This is an optimization exercise on Yosys and OpenROAD, whose aim is small area, a short achievable clock period and few clock cycles per item, not a production implementation.
In this exercise RTL edits were held to simulation tests only and were not proved equivalent to the original.

**flow/run.sh**
```bash
#!/bin/bash
# synth_recipe.tcl (not shown) runs the flow's synth.tcl, then flattens the netlist and writes it again
# the make line also repeats each setting of config.mk as NAME=value (left out here)
make -C /OpenROAD-flow-scripts/flow DESIGN_CONFIG=/design/flow/config.mk WORK_HOME=/design/flow/orfs CLKGATE_MAP_FILE= SYNTH_SCRIPT=/design/flow/synth_recipe.tcl finish
```
**flow/config.mk**
```make
export PLATFORM = sky130hd
export DESIGN_NAME = modsynth
export DESIGN_NICKNAME = modsynth
export VERILOG_FILES = /design/flow/design.v
export SDC_FILE = /design/flow/constraint.sdc
export NUM_CORES = 4
export LEC_CHECK = 0
export CAP_MARGIN = 20
export CORE_MARGIN = 2
export CORE_UTILIZATION = 30
export SLEW_MARGIN = 20
export SYNTH_MEMORY_MAX_BITS = 65536
```
**flow/constraint.sdc**
```tcl
create_clock -name core_clock -period 14.0 [get_ports {clk}]
set_input_delay 2.8000 -clock core_clock [delete_from_list [all_inputs] [get_ports {clk}]]
set_output_delay 2.8000 -clock core_clock [all_outputs]
set_load 0.01 [all_outputs]
```
**flow/design.v**
```verilog
module modsynth (
    input  wire        clk,
    input  wire        rst,
    input  wire        cmd_valid,
    output wire        cmd_ready,
    input  wire [2:0]  cmd_data,
    output wire        smp_valid,
    input  wire        smp_ready,
    output wire [15:0] smp_data
);
    localparam integer W = 40;
    localparam [9:0] K_LAST = 10'd999;
    localparam signed [41:0] C5  = 42'sd2197935997070;
    localparam signed [41:0] C2  = 42'sd2198849282152;
    localparam signed [41:0] S15 = 42'sd34571054518;
    localparam signed [41:0] S12 = 42'sd13830336575;
    reg       busy;    
    reg       f2;      
    reg       half;    
    reg       inv;     
    reg [9:0] k;       
    reg signed [41:0] s_cur;    
    reg signed [41:0] s_prev;   
    assign cmd_ready = ~busy & ~rst;
    assign smp_valid =  busy & ~rst;
    wire accept = cmd_valid & cmd_ready & (cmd_data[2:1] != 2'b11);
    wire emit   = smp_valid & smp_ready;
    wire signed [41:0] c      = f2 ? C2 : C5;
    wire signed [83:0] prod   = s_cur * c;
    wire signed [83:0] scaled = prod >>> W;
    wire signed [41:0] s_next = scaled[41:0] - s_prev;
    always @(posedge clk) begin
        if (rst) begin
            busy <= 1'b0;
            k    <= 10'd0;
        end else if (accept) begin
            busy <= 1'b1;
            k    <= 10'd0;
        end else if (emit) begin
            if (k == K_LAST) begin
                busy <= 1'b0;
                k    <= 10'd0;
            end else begin
                k    <= k + 10'd1;
            end
        end
    end
    always @(posedge clk) begin
        if (accept) begin
            f2     <= (cmd_data == 3'b010);
            half   <= (cmd_data == 3'b000);
            inv    <= (cmd_data == 3'b100);
            s_cur  <= 42'sd0;
            s_prev <= (cmd_data == 3'b010) ? -S12 : -S15;
        end else if (emit) begin
            s_prev <= s_cur;
            s_cur  <= s_next;
        end
    end
    wire signed [41:0] r_full = s_cur + (42'sd1 <<< (W - 15));
    wire signed [41:0] r_half = s_cur + (42'sd1 <<< (W - 14));
    wire signed [41:0] q_full = r_full >>> (W - 14);
    wire signed [41:0] q_half = r_half >>> (W - 13);
    assign smp_data = half ? q_half[15:0] :
                      inv  ? 16'd0 - q_full[15:0] :
                             q_full[15:0];
endmodule
```
==> metrics.cfg <==
[run_status]
outcome = finished clean

[synthesis]
yosysWarnings = 1
ys_ff_latch = 98
syn_area_um2 = 48100
synth_seq_area_share_pct = 5.01
syn_area_per_cell_um2 = 9.59
synth_ff_type = dfxtp_1
ys_types = 83
synthesis.instances = 5020
ys_async_sr_fraction_pct = 0
synth_edf_count = 45

[floorplanning]
die_h_um = 404
dieArea_um2 = 164000
fp.dieW_um = 404
start_util_pct = 30.3
row_count = 146
core-area_um2 = 159000
io_pins = 25

[clocking]
clk_latency_ns = 0.41
cts_tree = done
h-tree-depth = 3
cts_resized = 0
cts_hold_buf = 0
cts_setup_buffers = 0
clkTransAtPathRegs_ns = 0.09
clockBufferDepth = 2
cts_root_buf = clkbuf_16
cts.sinks = 98
numCtsBuffers = 9

[timing]
drv_slew = 0
worst_pin_slew_ns = 1.01
max_clock_freq_mhz = 77.9
fin_hold_ws_ns = 0.493
fin_skew_ns = 0.0214
fin_crit_ns = 12.84
rsz0062_at_grt = no
finalHoldViolCount = 0
maxSlewHeadroom_pct = 32.2
fin_crit_sh_pct = 91.7
fin_tns_setup_ns = 0
setup_violations = 0

[critical_path]
r2r_cells = 40
crit_path_max_fanout = 13
slowest_delay_ns = 0.87
cp_num_buf_inv = 7
path_class = reg2reg
worstSetupStartpointType = register
cp-end-kind = register
cpMostUsedCell = fa_1
cp.arrival_ns = 13.11
path_delay_family = adder cells
critPathSlowestCell = dfxtp_1
required_ns = 14.27
cp.depth = 40

[placed_design]
place_congestion = 1.01
io_buffers = 24
hpwl_mm = 146

[grt]
antenna_found_initial = 2
grt_pass1_vias = 37500
overflow = 0
grt_pass1_wl_mm = 245
grt_use_total_pct = 20.6
grt_start_max_net_pins = 87

[route]
wl_per_cell_um = 22.8
dr.pass1.iters = 8
ant_nets = 0
drt-vias-per-instance = 4.77
num_vias = 34100
drt-initial-drc-count = 2568
route.detailed.drc = 0
routed_wl_mm = 163

[layout]
multi_input_area_um2 = 39400
seqCellArea_um2 = 2410
n_fill_cell = 16500
n_antenna_cell = 0
nets = 6777
area_delta_synth_final_pct = 7.07
drive_gt1_share_pct = 2.54

[hold_path]
hold_path_class = reg2reg
min_path_cells = 2

[run]
max_cap_viol_count = 0

[placed cells by master, fill, tap and decap left out, types with 9 or more instances in the layout]
cell type / count
xor2_1: 102
a21o_1: 120
o21a_1: 17
and3_1: 11
o21ai_0: 110
fa_1: 1137
nor2_1: 148
conb_1: 54
a211oi_1: 12
dfxtp_1: 52
xnor2_1: 195
nand2b_1: 45
nand3_1: 57
a211o_1: 9
o31ai_1: 9
edfxtp_1: 45
nor3_1: 30
clkdlybuf4s50_1: 24
buf_4: 53
clkinv_1: 14
a21boi_0: 12
inv_1: 1615
o22ai_1: 18
nand2_1: 211
or2_2: 32
ha_1: 568
o211ai_1: 9
nand4_1: 36
clkbuf_16: 9
a31oi_1: 21
and2_1: 14
nor2b_1: 17
o21bai_1: 29
a21oi_1: 130
[synth_stat cells (18+ instances only)]
cell type | n | area, µm²
nor2_1 | 148 | 556
inv_1 | 1615 | 6060
fa_1 | 1137 | 22800
dfxtp_1 | 53 | 1060
a21o_1 | 120 | 901
o21ai_0 | 110 | 551
clkbuf_1 | 84 | 315
nand2_1 | 213 | 800
nand2b_1 | 45 | 282
o21bai_1 | 29 | 218
o22ai_1 | 18 | 113
nor3_1 | 30 | 150
nand3_1 | 58 | 290
nand4_1 | 36 | 225
a31oi_1 | 21 | 131
edfxtp_1 | 45 | 1350
ha_1 | 568 | 7110
xnor2_1 | 195 | 1710
a21oi_1 | 130 | 651
xor2_1 | 102 | 893
or2_2 | 32 | 200
[sequential cells by signal, summed over array words and instances (netlist names)]
register / count
s_prev: 42
busy: 1
s_cur: 42
half: 1
inv: 1
k: 10
f2: 1
[final cells by class]
class,instances,area share (%)
tap,2072,5.03
sequential,98,4.68
multi-input combinational,3247,76.5
clock buffer,9,0.437
clock inverter,7,0.158
inverter,1630,11.9
timing repair buffer,79,1.32
[tightest hold or removal path, stage by stage, from the launching register on]
cell     delay, ns
dfxtp_1       0.32
o21ai_0       0.07
a21oi_1       0.06
[stage by stage]
stage          instance area [µm²]  setup WS, ns  std cells  util (%)
6_report                     51500          1.16       7142      32.5
2_1_floorplan                48300          3.85       5072         -
3_3_place_gp                 51200          1.41       7126      32.3
4_1_cts                      51500          1.32       7142      32.5
3_5_place_dp                 51200          1.36       7126      32.3
5_1_grt                      51500         0.723       7142      32.5
[final timing paths]
check | from | end | slack (ns)
setup / recovery | s_cur[10] | s_cur[40] | 1.16
hold / removal | k[9] | k[9] | 0.49
setup reg to reg | s_cur[10] | s_cur[40] | 1.16
hold reg to reg | k[9] | k[9] | 0.49
[routing by layer]
layer  GRT usage, %  up-vias  wire [µm]
met5              0        -          0
met4           6.66        0       6320
met3           3.07      217       9660
met2           34.5     1099      78100
met1           27.2    17800      68500
li1               -    15000          -
[logic make-up after synthesis]
group	synth area share, %
other cells	0.0156
fa+ha+maj	62.2
xor+xnor	5.45
flops	5.01
simple gates	6.30
compound gates	7.44
mux	0.0858
buf+inv	13.5
Testbench counts, summed over its fixed seeds: cycles 128,128, items 128,000.

[separate check: timing with driven ports]
The results above use ideal ports. As a check the final layout listed here was re-extracted and re-timed, cells and wires unchanged.
Step 1 sets driving cells, clkbuf_16 on the clock port and buf_2 on the other inputs (assumed; they add their load-dependent delay and slew).
Step 2 times the ports against the registers' clock, not the clock port: input delays grow and output delays shrink by t, the midpoint of the rising clock arrivals with the driver on.
a / b / c = ideal ports / drivers / drivers and shift; a / b = the first two.
t (ns): 0.449
slack for setup (ns): 1.157 / 1.157 / 1.157
worst hold slack (ns): 0.493 / 0.493 / 0.493
worst setup path after step 2: register to register
latest minus earliest clock arrival (ns): 0.021 / 0.022
After both steps setup and hold are still met in this run. For this run, drivers alone change the setup slack by 0.000 ns; drivers and shift together by 0.000 ns.
